Background: an optimization exercise with open tools, aiming at small area, a short achievable clock period and few clock cycles. Do not read the settings as production practice.
In this exercise RTL edits were held to simulation tests only and were not proved equivalent to the original.
Power and IR drop assume default switching activity.

<file path="flow/design.v">
module l2d_core (
    input  wire        clk,
    input  wire        rst,             
    input  wire [10:0] cfg_len,         
    output reg  [9:0]  code_addr,
    input  wire [7:0]  code_rdata,
    output reg  [11:0] heap_addr,
    output reg         heap_we,
    output reg  [7:0]  heap_wdata,
    input  wire [7:0]  heap_rdata,
    output reg  [15:0] stk_addr,
    output reg         stk_we,
    output reg  [31:0] stk_wdata,
    input  wire [31:0] stk_rdata,
    output wire [2:0]  status,          
    output reg  [2:0]  fault_kind,
    output reg  [3:0]  fault_robot,
    output reg  [10:0] fault_pc,
    output reg  [12:0] fault_sp,
    output reg  [31:0] ticks,
    input  wire [3:0]  dbg_robot,
    output wire [10:0] dbg_pc,
    output wire [12:0] dbg_sp,
    output wire        dbg_running
);
    localparam [2:0] F_BADINPUT = 3'd2, F_NOTSUPP = 3'd3, F_UNDERFLOW = 3'd5,
                     F_DIVZERO = 3'd6, F_OOB = 3'd7;
    localparam [2:0] P_LOAD = 3'd0, P_RUN = 3'd1, P_DONE = 3'd2, P_FAULT = 3'd3,
                     P_LERR = 3'd4;
    localparam [1:0] F_IDLE = 2'd0, F_I1 = 2'd1, F_B1 = 2'd2, F_FULL = 2'd3;
    localparam [4:0] E_IDLE = 5'd0,  E_PUSHW = 5'd1,  E_BIN1 = 5'd2,  E_BIN2 = 5'd3,
                     E_MULS = 5'd4,  E_NOT1 = 5'd5,   E_DUP1 = 5'd6,  E_JZ1 = 5'd7,
                     E_SWAP1 = 5'd8, E_SWAP2 = 5'd9,  E_DIV1 = 5'd10, E_DIV2 = 5'd11,
                     E_DIV3 = 5'd12, E_DIVS = 5'd13,  E_DIVF = 5'd14, E_PL1 = 5'd15,
                     E_PL2 = 5'd16,  E_PL3 = 5'd17,   E_PL4 = 5'd18,  E_PL5 = 5'd19,
                     E_PLM = 5'd20,  E_VIS = 5'd21,   E_RDL = 5'd22;
    reg [2:0]  ph;
    reg [4:0]  lcnt;
    reg [12:0] mem_size;
    reg        ms_big;
    reg [7:0]  stride;
    reg [4:0]  rcount;
    reg        rc_big;
    reg [10:0] pc      [0:15];
    reg [12:0] sp      [0:15];
    reg [15:0] running;
    assign status = (ph == P_DONE)  ? 3'd1 :
                    (ph == P_FAULT) ? 3'd2 :
                    (ph == P_LERR)  ? 3'd3 : 3'd0;
    assign dbg_pc      = pc[dbg_robot];
    assign dbg_sp      = sp[dbg_robot];
    assign dbg_running = running[dbg_robot];
    reg [1:0]  fst;
    reg [3:0]  f_robot;
    reg [10:0] f_pc;
    reg [12:0] f_sp;
    reg [7:0]  f_b0, f_b1;
    reg        f_oob0, f_oob1;
    wire       buf_valid = (fst == F_B1) || (fst == F_FULL);
    wire [7:0] buf_b1    = (fst == F_B1) ? code_rdata : f_b1;
    reg [3:0] tgt;
    reg       tgt_ok;
    integer   n;
    always @(*) begin
        tgt_ok = 1'b0;
        tgt    = 4'd0;
        for (n = 15; n >= 0; n = n - 1)
            if (running[n]) begin tgt_ok = 1'b1; tgt = n[3:0]; end
        for (n = 15; n >= 0; n = n - 1)
            if (running[n] && n > f_robot) tgt = n[3:0];
    end
    wire [10:0] tgt_pc = pc[tgt];
    wire [12:0] tgt_sp = sp[tgt];
    reg [4:0]  est;
    reg [3:0]  cur;
    reg [10:0] pc0;
    reg [12:0] sp0;
    reg [7:0]  eb0;
    reg [7:0]  eb1;
    reg        is_write;
    reg [31:0] opA, opB;
    reg [41:0] acc;
    reg [41:0] mreg;
    reg [32:0] qreg;
    reg        dflag, yfirst;
    reg [13:0] vd;
    reg [11:0] voff;
    reg        v_ok;
    reg [7:0]  vbits;
    reg [2:0]  vcnt;
    reg [4:0]  dcnt;
    reg        q_neg, r_neg;
    reg        pw_valid;
    reg [15:0] pw_addr;
    reg        pw_acc;       
    wire [3:0] arg = eb0[3:0];
    wire [3:0] s_arg = f_b0[3:0];
    wire [2:0] s_cls = f_b0[6:4];
    wire       s_push = f_b0[7];
    wire       s_uses_stk = !s_push && ((s_cls == 3'd1) || (s_cls == 3'd4) ||
                                        ((s_cls == 3'd2) && (s_arg != 4'd8)));
    wire       s_stall = pw_valid && s_uses_stk;
    wire       start_go = (ph == P_RUN) && (est == E_IDLE) && buf_valid && !s_stall;
    wire [14:0] s_addr = {f_b0[6:0], buf_b1};
    wire       s_sp0   = (f_sp == 13'd0);
    wire       s_sp_lt2 = (f_sp < 13'd2);
    wire       s_full  = f_sp[12];
    wire       ex_busy  = (est != E_IDLE);
    wire [3:0] act_robot = ex_busy ? cur : f_robot;
    wire       act_valid = ex_busy || start_go;
    wire       can_issue = (ph == P_RUN) && tgt_ok && !(act_valid && (tgt == act_robot)) &&
                           ((fst == F_IDLE) || (buf_valid && start_go));
    reg         b_first;
    reg  [41:0] b_acc_in, b_m_in;
    reg  [32:0] b_q_in;
    reg  [1:0]  b_src;        
    always @(*) begin
        if (b_first) begin
            if (b_src == 2'd0) begin
                b_acc_in = 42'd0;
                b_m_in   = {{10{opB[31]}}, opB};
                b_q_in   = {opA, 1'b0};
            end else begin
                b_acc_in = {{10{opA[31]}}, opA};
                b_m_in   = {{10{opB[31]}}, opB};
                b_q_in   = {24'd0, stride, 1'b0};
            end
        end else begin
            b_acc_in = acc;
            b_m_in   = mreg;
            b_q_in   = qreg;
        end
    end
    function [42:0] booth_pp;        
        input [2:0]  bits;
        input [41:0] m;
        reg   [41:0] sel;
        reg          neg;
        begin
            case (bits)
                3'b001, 3'b010: begin sel = m;        neg = 1'b0; end
                3'b011:         begin sel = {m[40:0], 1'b0}; neg = 1'b0; end
                3'b100:         begin sel = {m[40:0], 1'b0}; neg = 1'b1; end
                3'b101, 3'b110: begin sel = m;        neg = 1'b1; end
                default:        begin sel = 42'd0;    neg = 1'b0; end
            endcase
            booth_pp = {neg, neg ? ~sel : sel};
        end
    endfunction
    wire [42:0] pp0 = booth_pp(b_q_in[2:0], b_m_in);
    wire [42:0] pp1 = booth_pp(b_q_in[4:2], {b_m_in[39:0], 2'b00});
    wire [41:0] b_sum = b_acc_in + pp0[41:0] + pp1[41:0] +
                        {40'd0, pp0[42] & pp1[42], pp0[42] ^ pp1[42]};
    wire [32:0] b_q_nx = {{4{b_q_in[32]}}, b_q_in[32:4]};
    wire        b_done = (b_q_nx == 33'd0) || (b_q_nx == {33{1'b1}});
    wire        s_hi_z = (b_sum[41:12] == 30'd0);
    wire        s_hi_o = (b_sum[41:12] == {30{1'b1}});
    wire [13:0] b_vd   = s_hi_z ? {2'b00, b_sum[11:0]} :
                         s_hi_o ? {2'b11, b_sum[11:0]} :
                         (b_sum[41] ? 14'h3000 : 14'h1000);
    wire        b_inrange = (b_sum[41:13] == 29'd0) && (b_sum[12:0] < mem_size);
    wire [13:0] v_nx    = {2'b00, voff} + vd;
    wire        v_nx_ok = !v_nx[13] && (v_nx[12:0] < mem_size);
    wire [32:0] div_trial = {acc[31:0], qreg[31]} - {1'b0, opA};
    wire        div_fits  = !div_trial[32];
    wire [31:0] nabs  = opB[31] ? (32'd0 - opB) : opB;
    wire [1:0]  nskip = (nabs[31:24] != 8'd0) ? 2'd0 :
                        (nabs[23:16] != 8'd0) ? 2'd1 :
                        (nabs[15:8]  != 8'd0) ? 2'd2 : 2'd3;
    wire [31:0] nshift = (nskip == 2'd0) ? nabs :
                         (nskip == 2'd1) ? {nabs[23:0], 8'd0} :
                         (nskip == 2'd2) ? {nabs[15:0], 16'd0} : {nabs[7:0], 24'd0};
    wire [31:0] div_res = (arg == 4'd4) ? (r_neg ? 32'd0 - acc[31:0] : acc[31:0])
                                        : (q_neg ? 32'd0 - qreg[31:0] : qreg[31:0]);
    wire [31:0] alu_b   = stk_rdata;
    wire        alu_sub = (arg == 4'd0);
    wire [31:0] alu_sum = alu_b + (alu_sub ? ~opA : opA) + {31'd0, alu_sub};
    wire [31:0] alu_res = (arg == 4'd5) ? (alu_b & opA) :
                          (arg == 4'd6) ? (alu_b | opA) : alu_sum;
    wire [11:0] spm1 = sp0[11:0] - 12'd1;
    wire [11:0] spm2 = sp0[11:0] - 12'd2;
    wire [11:0] spm3 = sp0[11:0] - 12'd3;
    wire [11:0] spm4 = sp0[11:0] - 12'd4;
    wire [11:0] spm5 = sp0[11:0] - 12'd5;
    wire [11:0] s_spm1 = f_sp[11:0] - 12'd1;
    wire [11:0] s_spm2 = f_sp[11:0] - 12'd2;
    wire exec_stk = start_go ? s_uses_stk :
                    (est == E_PUSHW) || (est == E_BIN1) || (est == E_NOT1) ||
                    (est == E_DUP1) || (est == E_SWAP1) || (est == E_SWAP2) ||
                    (est == E_DIV1) || (est == E_PL1) || (est == E_PL2) ||
                    (est == E_PL3) || (est == E_PL4) || (est == E_RDL);
    always @(*) begin
        if (ph == P_LOAD)      code_addr = 10'd6 + {5'd0, lcnt};
        else if (fst == F_I1)  code_addr = f_pc[9:0] + 10'd1;
        else                   code_addr = tgt_pc[9:0];
        heap_addr  = voff;
        heap_we    = 1'b0;
        heap_wdata = {7'd0, vbits[7]};
        if (est == E_IDLE) heap_addr = s_addr[11:0];
        if ((est == E_VIS) && is_write && v_ok) heap_we = 1'b1;
        if (ph != P_RUN) heap_we = 1'b0;
        stk_addr  = {cur, spm1};
        stk_we    = 1'b0;
        stk_wdata = pw_acc ? acc[31:0] : opB;
        if (est == E_IDLE) begin
            stk_addr = {f_robot, (s_cls == 3'd1) ? s_spm2 : s_spm1};
            if (!s_uses_stk || !start_go) begin
                stk_addr = pw_addr;
                stk_we   = pw_valid && (ph == P_RUN);
            end
        end else begin
            case (est)
                E_PUSHW: begin
                    stk_addr  = {cur, sp0[11:0]};
                    stk_we    = 1'b1;
                    stk_wdata = {24'd0, heap_rdata};
                end
                E_BIN1, E_SWAP1, E_DIV1: stk_addr = {cur, spm2};
                E_NOT1: begin
                    stk_addr  = {cur, spm1};
                    stk_we    = 1'b1;
                    stk_wdata = ~stk_rdata;
                end
                E_DUP1: begin
                    stk_addr  = {cur, sp0[11:0]};
                    stk_we    = 1'b1;
                    stk_wdata = stk_rdata;
                end
                E_SWAP2: begin
                    stk_addr  = {cur, spm1};
                    stk_we    = 1'b1;
                    stk_wdata = stk_rdata;
                end
                E_PL1:   stk_addr = {cur, spm1};
                E_PL2:   stk_addr = {cur, spm4};
                E_PL3:   stk_addr = {cur, spm3};
                E_PL4:   stk_addr = {cur, spm5};
                E_RDL: begin
                    stk_addr  = {cur, spm4};
                    stk_we    = 1'b1;
                    stk_wdata = {24'd0, vbits[6:0], heap_rdata[0]};
                end
                default: begin
                    stk_addr = pw_addr;
                    stk_we   = pw_valid;
                end
            endcase
        end
        if (ph != P_RUN) stk_we = 1'b0;
    end
    reg        c_en;        
    reg        c_halt;
    reg [10:0] c_pc;
    reg [12:0] c_sp;
    reg        flt_en;
    reg [2:0]  flt_kind;
    wire [3:0] c_robot = (est == E_IDLE) ? f_robot : cur;
    always @(*) begin
        c_en = 1'b0; c_halt = 1'b0; c_pc = pc0 + 11'd1; c_sp = sp0;
        flt_en = 1'b0; flt_kind = F_OOB;
        if (ph == P_RUN) begin
            if (start_go) begin
                c_pc = f_pc + 11'd1;
                c_sp = f_sp;
                if (f_oob0) begin flt_en = 1'b1; flt_kind = F_OOB; end
                else if (s_push) begin
                    if (f_oob1 || (s_addr >= {2'd0, mem_size}) || s_full) begin
                        flt_en = 1'b1; flt_kind = F_OOB;
                    end
                end else begin
                    case (s_cls)
                        3'd0: begin c_en = 1'b1; c_halt = 1'b1; end
                        3'd1: begin
                            if ((s_arg == 4'd1) ? (f_sp < 13'd5) : (f_sp < 13'd4)) begin
                                flt_en = 1'b1; flt_kind = F_UNDERFLOW;
                            end
                        end
                        3'd2: begin
                            case (s_arg)
                                4'd0, 4'd1, 4'd2, 4'd5, 4'd6, 4'd9:
                                    if (s_sp_lt2) begin flt_en = 1'b1; flt_kind = F_UNDERFLOW; end
                                4'd3, 4'd4, 4'd7:
                                    if (s_sp0) begin flt_en = 1'b1; flt_kind = F_UNDERFLOW; end
                                4'd8: begin
                                    if (s_sp0) begin flt_en = 1'b1; flt_kind = F_UNDERFLOW; end
                                    else begin c_en = 1'b1; c_sp = f_sp - 13'd1; end
                                end
                                4'd10: begin
                                    if (s_sp0) begin flt_en = 1'b1; flt_kind = F_UNDERFLOW; end
                                    else if (s_full) begin flt_en = 1'b1; flt_kind = F_OOB; end
                                end
                                default: begin flt_en = 1'b1; flt_kind = F_BADINPUT; end
                            endcase
                        end
                        3'd3: begin
                            if (s_arg != 4'd15) begin c_en = 1'b1; c_pc = {7'd0, s_arg}; end
                            else if (f_oob1) begin flt_en = 1'b1; flt_kind = F_OOB; end
                            else begin c_en = 1'b1; c_pc = {3'd0, buf_b1}; end
                        end
                        3'd4: begin
                            if (s_sp0) begin flt_en = 1'b1; flt_kind = F_UNDERFLOW; end
                            else if ((s_arg == 4'd15) && f_oob1) begin flt_en = 1'b1; flt_kind = F_OOB; end
                        end
                        default: begin flt_en = 1'b1; flt_kind = F_BADINPUT; end
                    endcase
                end
            end else begin
                case (est)
                    E_PUSHW: begin c_en = 1'b1; c_pc = pc0 + 11'd2; c_sp = sp0 + 13'd1; end
                    E_BIN2:  if (arg != 4'd2) begin c_en = 1'b1; c_sp = sp0 - 13'd1; end
                    E_MULS:  if (b_done) begin c_en = 1'b1; c_sp = sp0 - 13'd1; end
                    E_NOT1:  c_en = 1'b1;
                    E_DUP1:  begin c_en = 1'b1; c_sp = sp0 + 13'd1; end
                    E_JZ1: begin
                        c_en = 1'b1; c_sp = sp0 - 13'd1;
                        if (stk_rdata == 32'd0) c_pc = (arg == 4'd15) ? {3'd0, eb1} : {7'd0, arg};
                        else if (arg == 4'd15) c_pc = pc0 + 11'd2;
                    end
                    E_SWAP2: c_en = 1'b1;
                    E_DIV1: begin
                        if (stk_rdata == 32'd0) begin flt_en = 1'b1; flt_kind = F_DIVZERO; end
                        else if (sp0 == 13'd1) begin flt_en = 1'b1; flt_kind = F_UNDERFLOW; end
                    end
                    E_DIVF:  begin c_en = 1'b1; c_sp = sp0 - 13'd1; end
                    E_VIS: begin
                        if (!v_ok) begin flt_en = 1'b1; flt_kind = F_OOB; end
                        else if (is_write && (vcnt == 3'd7)) begin c_en = 1'b1; c_sp = sp0 - 13'd5; end
                    end
                    E_RDL:   begin c_en = 1'b1; c_sp = sp0 - 13'd3; end
                    default: ;
                endcase
            end
        end
    end
    always @(*) begin
        b_first = 1'b0;
        b_src   = 2'd0;
        case (est)
            E_MULS: begin b_first = yfirst; b_src = 2'd0; end
            E_PL3:  begin b_first = 1'b1;   b_src = 2'd1; end
            E_PL4:  begin b_first = 1'b0;   b_src = 2'd1; end
            E_PL5, E_PLM: begin b_first = dflag ? yfirst : 1'b0; b_src = dflag ? 2'd2 : 2'd1; end
            default: ;
        endcase
    end
    wire b_step = (est == E_MULS) || (est == E_PL3) || ((est == E_PL4) && !dflag) ||
                  (est == E_PL5) || (est == E_PLM);
    integer i;
    always @(posedge clk) begin
        if (rst) begin
            ph          <= P_LOAD;
            lcnt        <= 5'd0;
            running     <= 16'd0;
            ticks       <= 32'd0;
            fault_kind  <= 3'd0;
            fault_robot <= 4'd0;
            fault_pc    <= 11'd0;
            fault_sp    <= 13'd0;
            fst         <= F_IDLE;
            f_robot     <= 4'd15;
            est         <= E_IDLE;
            pw_valid    <= 1'b0;
            for (i = 0; i < 16; i = i + 1) begin
                pc[i] <= 11'd0;
                sp[i] <= 13'd0;
            end
        end else begin
            if (ph == P_LOAD) begin
                lcnt <= lcnt + 5'd1;
                case (lcnt)
                    5'd1: begin mem_size[12:8] <= code_rdata[4:0]; ms_big <= (code_rdata[7:5] != 3'd0); end
                    5'd2: mem_size[7:0] <= code_rdata;
                    5'd3: stride <= code_rdata;
                    5'd5: begin rcount <= code_rdata[4:0]; rc_big <= (code_rdata[7:5] != 3'd0); end
                    default: ;
                endcase
                if (lcnt == 5'd6) begin
                    if (rc_big || (rcount > 5'd16) || ms_big || (mem_size > 13'd4096)) begin
                        fault_kind <= F_NOTSUPP;
                        ph         <= P_LERR;
                    end else if (11'd11 + {6'd0, rcount} > cfg_len) begin
                        fault_kind <= F_BADINPUT;
                        ph         <= P_LERR;
                    end
                end
                if (lcnt >= 5'd6) begin
                    if ({1'b0, lcnt - 5'd6} < rcount) begin
                        pc[lcnt[3:0] - 4'd6]      <= {3'd0, code_rdata};
                        running[lcnt[3:0] - 4'd6] <= 1'b1;
                    end
                end
                if (lcnt == 5'd21 && ph == P_LOAD && !(lcnt == 5'd6)) ph <= P_RUN;
            end
            if (ph == P_RUN) begin
                case (fst)
                    F_I1: begin
                        f_b0   <= code_rdata;
                        f_oob1 <= (f_pc + 11'd1 >= cfg_len);
                        fst    <= F_B1;
                    end
                    F_B1: begin
                        f_b1 <= code_rdata;
                        fst  <= start_go ? F_IDLE : F_FULL;
                    end
                    F_FULL: if (start_go) fst <= F_IDLE;
                    default: ;
                endcase
                if (can_issue) begin
                    f_robot <= tgt;
                    f_pc    <= tgt_pc;
                    f_sp    <= tgt_sp;
                    f_oob0  <= (tgt_pc >= cfg_len);
                    fst     <= F_I1;
                end
                if (!exec_stk) pw_valid <= 1'b0;
                if (c_en) begin
                    pc[c_robot] <= c_pc;
                    sp[c_robot] <= c_sp;
                    ticks       <= ticks + 32'd1;
                    if (c_halt) running[c_robot] <= 1'b0;
                end
                if (flt_en) begin
                    fault_kind  <= flt_kind;
                    fault_robot <= c_robot;
                    fault_pc    <= start_go ? f_pc : pc0;
                    fault_sp    <= start_go ? f_sp : sp0;
                    ph          <= P_FAULT;
                end
                if (b_step) begin
                    acc  <= b_sum;
                    mreg <= {b_m_in[37:0], 4'd0};
                    qreg <= b_q_nx;
                    yfirst <= 1'b0;
                end
                if (start_go) begin
                    cur <= f_robot;
                    pc0 <= f_pc;
                    sp0 <= f_sp;
                    eb0 <= f_b0;
                    eb1 <= buf_b1;
                    if (!flt_en && !c_en) begin
                        if (s_push) est <= E_PUSHW;
                        else case (s_cls)
                            3'd1: begin est <= E_PL1; is_write <= (s_arg == 4'd1); end
                            3'd2: case (s_arg)
                                4'd3, 4'd4: est <= E_DIV1;
                                4'd7:       est <= E_NOT1;
                                4'd9:       est <= E_SWAP1;
                                4'd10:      est <= E_DUP1;
                                default:    est <= E_BIN1;
                            endcase
                            default: est <= E_JZ1;       
                        endcase
                    end
                end else begin
                    case (est)
                        E_PUSHW, E_NOT1, E_DUP1, E_JZ1, E_RDL: est <= E_IDLE;
                        E_BIN1: begin opA <= stk_rdata; est <= E_BIN2; end
                        E_BIN2: begin
                            if (arg == 4'd2) begin
                                opB    <= stk_rdata;
                                yfirst <= 1'b1;
                                est    <= E_MULS;
                            end else begin
                                opB      <= alu_res;
                                pw_valid <= 1'b1;
                                pw_addr  <= {cur, spm2};
                                pw_acc   <= 1'b0;
                                est      <= E_IDLE;
                            end
                        end
                        E_MULS: if (b_done) begin
                            pw_valid <= 1'b1;
                            pw_addr  <= {cur, spm2};
                            pw_acc   <= 1'b1;
                            est      <= E_IDLE;
                        end
                        E_SWAP1: begin opA <= stk_rdata; est <= E_SWAP2; end
                        E_SWAP2: begin
                            opB      <= opA;
                            pw_valid <= 1'b1;
                            pw_addr  <= {cur, spm2};
                            pw_acc   <= 1'b0;
                            est      <= E_IDLE;
                        end
                        E_DIV1: begin opA <= stk_rdata; est <= E_DIV2; end
                        E_DIV2: begin
                            opB   <= stk_rdata;
                            opA   <= opA[31] ? 32'd0 - opA : opA;
                            q_neg <= opA[31] ^ stk_rdata[31];
                            r_neg <= stk_rdata[31];
                            est   <= E_DIV3;
                        end
                        E_DIV3: begin
                            acc[31:0]  <= 32'd0;
                            qreg[31:0] <= nshift;
                            dcnt       <= {~nskip, 3'b111};
                            est        <= E_DIVS;
                        end
                        E_DIVS: begin
                            acc[31:0]  <= div_fits ? div_trial[31:0] : {acc[30:0], qreg[31]};
                            qreg[31:0] <= {qreg[30:0], div_fits};
                            dcnt       <= dcnt - 5'd1;
                            if (dcnt == 5'd0) est <= E_DIVF;
                        end
                        E_DIVF: begin
                            opB      <= div_res;
                            pw_valid <= 1'b1;
                            pw_addr  <= {cur, spm2};
                            pw_acc   <= 1'b0;
                            est      <= E_IDLE;
                        end
                        E_PL1: begin opA <= stk_rdata; est <= E_PL2; end             
                        E_PL2: begin opB <= stk_rdata; dflag <= 1'b0; est <= E_PL3; end    
                        E_PL3: begin                                                 
                            opA <= stk_rdata;
                            if (b_done) begin dflag <= 1'b1; vd <= b_vd; end
                            yfirst <= 1'b1;
                            est <= E_PL4;
                        end
                        E_PL4: begin                                                 
                            opB <= stk_rdata;
                            if (!dflag && b_done) begin dflag <= 1'b1; vd <= b_vd; end
                            yfirst <= 1'b1;
                            est <= E_PL5;
                        end
                        E_PL5, E_PLM: begin
                            if (est == E_PL5) vbits <= stk_rdata[7:0];                  
                            if (!dflag) begin
                                yfirst <= 1'b1;
                                if (b_done) begin dflag <= 1'b1; vd <= b_vd; end
                            end else if (b_done) begin
                                voff <= b_sum[11:0];
                                v_ok <= b_inrange;
                                vcnt <= 3'd0;
                                est  <= E_VIS;
                            end
                            if (est == E_PL5) est <= (dflag && b_done) ? E_VIS : E_PLM;
                        end
                        E_VIS: begin
                            voff <= v_nx[11:0];
                            v_ok <= v_nx_ok;
                            vcnt <= vcnt + 3'd1;
                            if (is_write) vbits <= {vbits[6:0], 1'b0};
                            else if (vcnt != 3'd0) vbits <= {vbits[6:0], heap_rdata[0]};
                            if (vcnt == 3'd7) est <= is_write ? E_IDLE : E_RDL;
                        end
                        default: ;
                    endcase
                end
                if (!flt_en && (est == E_IDLE) && !buf_valid && (fst == F_IDLE) &&
                    (running == 16'd0) && !pw_valid)
                    ph <= P_DONE;
            end
        end
    end
endmodule
</file>
<file path="flow/run.sh">
#!/bin/bash
# synth_recipe.tcl (not shown) runs the flow's synth.tcl, then flattens the netlist and writes it again
# the make line also repeats each setting of config.mk as NAME=value (left out here)
make -C /OpenROAD-flow-scripts/flow DESIGN_CONFIG=/design/flow/config.mk WORK_HOME=/design/flow/orfs CLKGATE_MAP_FILE= SYNTH_SCRIPT=/design/flow/synth_recipe.tcl finish
</file>
<file path="flow/config.mk">
export PLATFORM = sky130hd
export DESIGN_NAME = l2d_core
export DESIGN_NICKNAME = l2d_core
export VERILOG_FILES = /design/flow/design.v
export SDC_FILE = /design/flow/constraint.sdc
export NUM_CORES = 4
export LEC_CHECK = 0
export CAP_MARGIN = 20
export CORE_MARGIN = 2
export CORE_UTILIZATION = 40
export SLEW_MARGIN = 20
</file>
<file path="flow/constraint.sdc">
create_clock -name core_clock -period 12.0 [get_ports {clk}]
set_input_delay 2.4000 -clock core_clock [delete_from_list [all_inputs] [get_ports {clk}]]
set_output_delay 2.4000 -clock core_clock [all_outputs]
set_load 0.01 [all_outputs]
</file>
==> results.txt <==
[layer usage]
layer  vias up  part of all wire  GRT usage
li1      25620                 -          -
met1     27420              0.39     0.3676
met2      2830              0.47     0.4747
met3       563             0.081    0.04629
met4         4             0.055     0.1409
met5         -           0.00010          0
[synthesized netlist by cell type, drive strengths merged, types with 59 or more instances]
library cell	number	area, um2
clkbuf	415	1558
inv	288	1081
a21oi	496	2512
nand3	124	620.6
dfxtp	99	1982
o21ai	387	1952
buf	114	540.5
xor2	125	1095
mux4	126	2838
o211ai	97	738.2
a21o	107	803.3
or3	61	386.6
mux2i	168	1682
o22ai	144	900.9
a211oi	103	773.2
nand2	681	2556
edfxtp	736	22100
nor2b	72	450.4
a31oi	59	384.1
xnor2	306	2680
nor2	978	3674
ha	289	3616
nor3	143	753.2
[area by class of cell]
| type | count | area (um2) | share of cell area |
|---|---|---|---|
| multi-input cells | 5342 | 36270 | 0.5132 |
| flip-flops and latches | 835 | 24080 | 0.3407 |
| repair buffers | 360 | 3286 | 0.04648 |
| clock buffers | 129 | 2684 | 0.03797 |
| well taps | 2058 | 2575 | 0.03643 |
| inverters | 295 | 1110 | 0.01570 |
| clock inverters | 60 | 663.1 | 0.009381 |
| diodes | 6 | 15.01 | 0.0002124 |
[report_power, final]
group | internal [mW] | switching [mW] | total (mW)
clock | 1.77 | 1.38 | 3.15
combinational | 0.171 | 0.251 | 0.422
sequential | 3.19 | 0.0306 | 3.22
[kinds of logic after synthesis]
logic type / count (synthesis)
mux: 305
other cells: 1
compound gates: 1875
buf+inv: 824
xor+xnor: 431
simple gates: 2386
fa+ha+maj: 337
flops: 835
[worst max path at each step]
stage	from	end	slack [ns]	cells after the start
2_1_floorplan	dflag	vd[2]	3.62	34
3_3_place_gp	est[2]	vd[0]	2.37	27
3_5_place_dp	est[2]	vd[1]	2.35	26
4_1_cts	est[2]	vd[1]	2.23	26
5_1_grt	est[2]	vd[1]	1.47	27
6_report	est[2]	vd[9]	2.17	27
[stage by stage]
step	utilization	setup WS (ns)
after floorplan	-	3.620
after global placement	0.4297	2.375
after detailed placement	0.4297	2.352
after CTS	0.4511	2.227
after global routing	0.4515	1.469
final	0.4515	2.167
[critical path: stages (launching register included)]
cell	delay, ns
sky130_fd_sc_hd__dfxtp_1	0.67
sky130_fd_sc_hd__buf_4	0.39
sky130_fd_sc_hd__nor2b_1	0.55
sky130_fd_sc_hd__nand4_1	0.22
sky130_fd_sc_hd__nand3_1	0.14
sky130_fd_sc_hd__buf_4	0.36
sky130_fd_sc_hd__a21o_1	0.29
sky130_fd_sc_hd__ha_1	0.25
sky130_fd_sc_hd__nor3_1	0.09
sky130_fd_sc_hd__a211oi_4	0.16
sky130_fd_sc_hd__buf_4	0.53
sky130_fd_sc_hd__inv_2	0.30
sky130_fd_sc_hd__fa_1	0.52
sky130_fd_sc_hd__fa_1	0.52
sky130_fd_sc_hd__inv_1	0.04
sky130_fd_sc_hd__ha_1	0.22
sky130_fd_sc_hd__a211oi_1	0.41
sky130_fd_sc_hd__o211ai_2	0.22
sky130_fd_sc_hd__a41oi_2	0.42
sky130_fd_sc_hd__o211ai_2	0.22
sky130_fd_sc_hd__o21ai_1	0.51
sky130_fd_sc_hd__mux2i_1	0.36
sky130_fd_sc_hd__nand3_1	0.11
sky130_fd_sc_hd__or4b_1	0.50
sky130_fd_sc_hd__or4_1	0.52
sky130_fd_sc_hd__nor4_2	0.47
sky130_fd_sc_hd__a31oi_2	0.40
sky130_fd_sc_hd__nor2_1	0.21
[sequential cells by signal, indices dropped and copies added (netlist names), 8 cells and up]
name / count
sp: 208
pc: 176
acc: 42
mreg: 38
qreg: 33
opA: 32
opB: 32
ticks: 32
pw_addr: 16
running: 16
vd: 14
f_sp: 13
fault_sp: 13
mem_size: 13
sp0: 13
voff: 12
f_pc: 11
fault_pc: 11
pc0: 11
eb1: 8
f_b0: 8
f_b1: 8
stride: 8
vbits: 8
==> Implementation_results.wiki <==
{| class="wikitable"
! Metric !! Value
|-
| Fraction of final layout cells sized beyond drive strength 1 || 0.07620
|-
| Final hold vios || 0
|-
| Post-DR vias/cell || 6.212
|-
| Vias after detailed routing || 56440
|-
| Count of yosys warnings during synthesis || 1
|-
| Worst R2R Setup Slack || 2.17 ns
|-
| Maximum clock rate || 101.7 MHz
|-
| Core Region || 156600 um2
|-
| Endpoint of the lowest-slack register-to-register path || vd[9]
|-
| Number of nets with antenna violations after detailed routing || 0
|-
| Tcrit/Tclk final || 0.8194
|-
| Worst path required time || 12.53 ns
|-
| HP Class || flip-flop to flip-flop
|-
| Unrepaired setup endpoints after global routing || false
|-
| Number of placed cells counting well taps || 8889
|-
| Cells resized by post-CTS repair || 0
|-
| Initial antenna violation count || 8
|-
| Fill count || roughly 15000
|-
| Total congestion overflow after global routing || 0
|-
| Startpoint of the tightest hold check path || cur[0]
|-
| Final instance area || 70690 um2
|-
| Total power density per cell area || between 90 and 100 nW/um2
|-
| Maximum number of pins on one net before global-route repair || 86
|-
| Arithmetic-cell share of the synthesized area counting full adders, half adders and majority gates || 0.07229
|-
| Global-route wire length before repair || 354100 um
|-
| Routability-driven placement congestion ratio || about 1
|-
| Insertion delay of the later-clocked pin in the worst-skew pair || 0.78 ns
|-
| Data arrival time of the critical path || 10.36 ns
|-
| Slew headroom || 0.1681
|-
| VDD IR max || 0.1252 mV
|-
| Type of element capturing the critical path || flip-flop
|-
| DRC violations left || 0
|-
| Number of enable-type register cells in the synthesized netlist || 736
|-
| Die height || 401.4 um
|-
| Final setup skew || 0.09809 ns
|-
| Count of state elements after synthesis || between 800 and 900
|-
| Register clock-pin slew on the reported worst setup and hold paths || 0.06 ns
|-
| Total clock buffers created by CTS || 100
|-
| Startpoint of the most critical register-to-register path || est[2]
|-
| Number of stages on the worst hold path || 0
|-
| Clock tree from TritonCTS || done
|-
| Post-route minimum period || slightly below 10 ns
|-
| Number of violations reported at the end of detailed-routing iteration 0 || 6852
|-
| Critical Path Start Type || flip-flop
|-
| Total Neg Setup Slack || 0 ns
|-
| Syn_area_per_cell || between 9 and 10 um2
|-
| Combinational family with the most area after synthesis || compound AO/OA/AOI/OAI gates
|-
| Die Outline Area || 161100 um2
|-
| Synth Flop Type || sky130_fd_sc_hd__edfxtp_1
|-
| Overall Power || 6.791 mW
|-
| Slew Limit Fails || 0
|-
| Sequential-to-total area share from yosys stat || 0.3812
|-
| Total routing usage reported by global routing || 0.2881
|-
| Post-synthesis share of cell area spent on and, or, nand and nor gates || 0.1686
|-
| Horizontal die dimension || 401.4 um
|-
| Hold_ws || 0.4833 ns
|-
| Buffers inserted during post-CTS setup optimization || 0
|-
| Reg2reg path depth || 27
|-
| Final std cells w/o fill || 9085
|-
| Portion of netlist area occupied by mux cells || 0.07356
|-
| Result of the run || timing/DRC/antenna clean
|-
| Synthesized cell area || 63170 um2
|-
| Peak fanout along the critical path || 36
|-
| Placed cell areas || 67280 um2
|-
| Cts hold-fix bufs || 0
|-
| DP HPWL || around 180000 um
|-
| Final count of negative-setup-slack endpoints || 0
|-
| Commonest cells after routing, fill and taps aside || 962 x sky130_fd_sc_hd__nor2_1, 736 x sky130_fd_sc_hd__edfxtp_1, 679 x sky130_fd_sc_hd__nand2_1
|-
| Initial core utilization || 0.4035
|-
| Leakage power figure || 25.58 nW
|-
| Wirelength per Cell || 26.31 um
|-
| Num rows || 145
|-
| Max-cap violations || 0
|-
| Worst setup path category || flip-flop to flip-flop
|-
| Port-buffer cells || 227
|-
| Actual slew at the worst max-slew pin || 1.235 ns
|-
| Area Growth Syn to Fin || 11.90%
|-
| Worst Hold Endpoint || pw_addr[12]
|-
| Pre-antenna DRT Iters || 7
|-
| Number of nets in the layout || between 7000 and 8000
|-
| Clock H-tree levels || 3
|-
| Clk sink count || 835
|-
| Compound-cell area share of the yosys netlist || 0.1937
|-
| Post-synthesis xor/xnor area fraction || 0.05976
|-
| Clk root buf || sky130_fd_sc_hd__clkbuf_16
|-
| Io pins || between 200 and 250
|-
| Final wirelength || about 240000 um
|-
| Clock buffer depth || 3
|-
| Gate Count Post-Synth || 6994
|-
| Count of distinct cell types in the synthesized netlist || 106
|-
| Async S/R FF share, synth || 0
|-
| Number of global-route vias before repair || approximately 54000
|-
| Most common cell after layout, fill and taps aside || sky130_fd_sc_hd__nor2_1
|}
Testbench counts, summed over its fixed seeds: cycles 632,222.

static timing again, ports no longer ideal:
How much do the figures lean on ideal ports? The routed layout below was timed once more, with nothing changed but the port constraints.
Step 1 sets driving cells, clkbuf_16 on the clock port and buf_2 on the other inputs (assumed; they add their load-dependent delay and slew).
Step 2, shift: input delay + t, output delay - t, t = (earliest + latest rising clock arrival at the registers) / 2. This alone moves slack from input paths to output paths.
Three values: ideal ports, drivers, drivers and shift; two values: the first two.
t, ns: 0.811
setup WS [ns]: 2.167 / 2.167 / 2.167
worst setup path after step 2: register to register
worst register clock-pin slew, ns: 0.07 / 0.07
After both steps setup and hold are still met in this run. For this run, drivers alone change the setup slack by 0.000 ns; drivers and shift together by 0.000 ns.
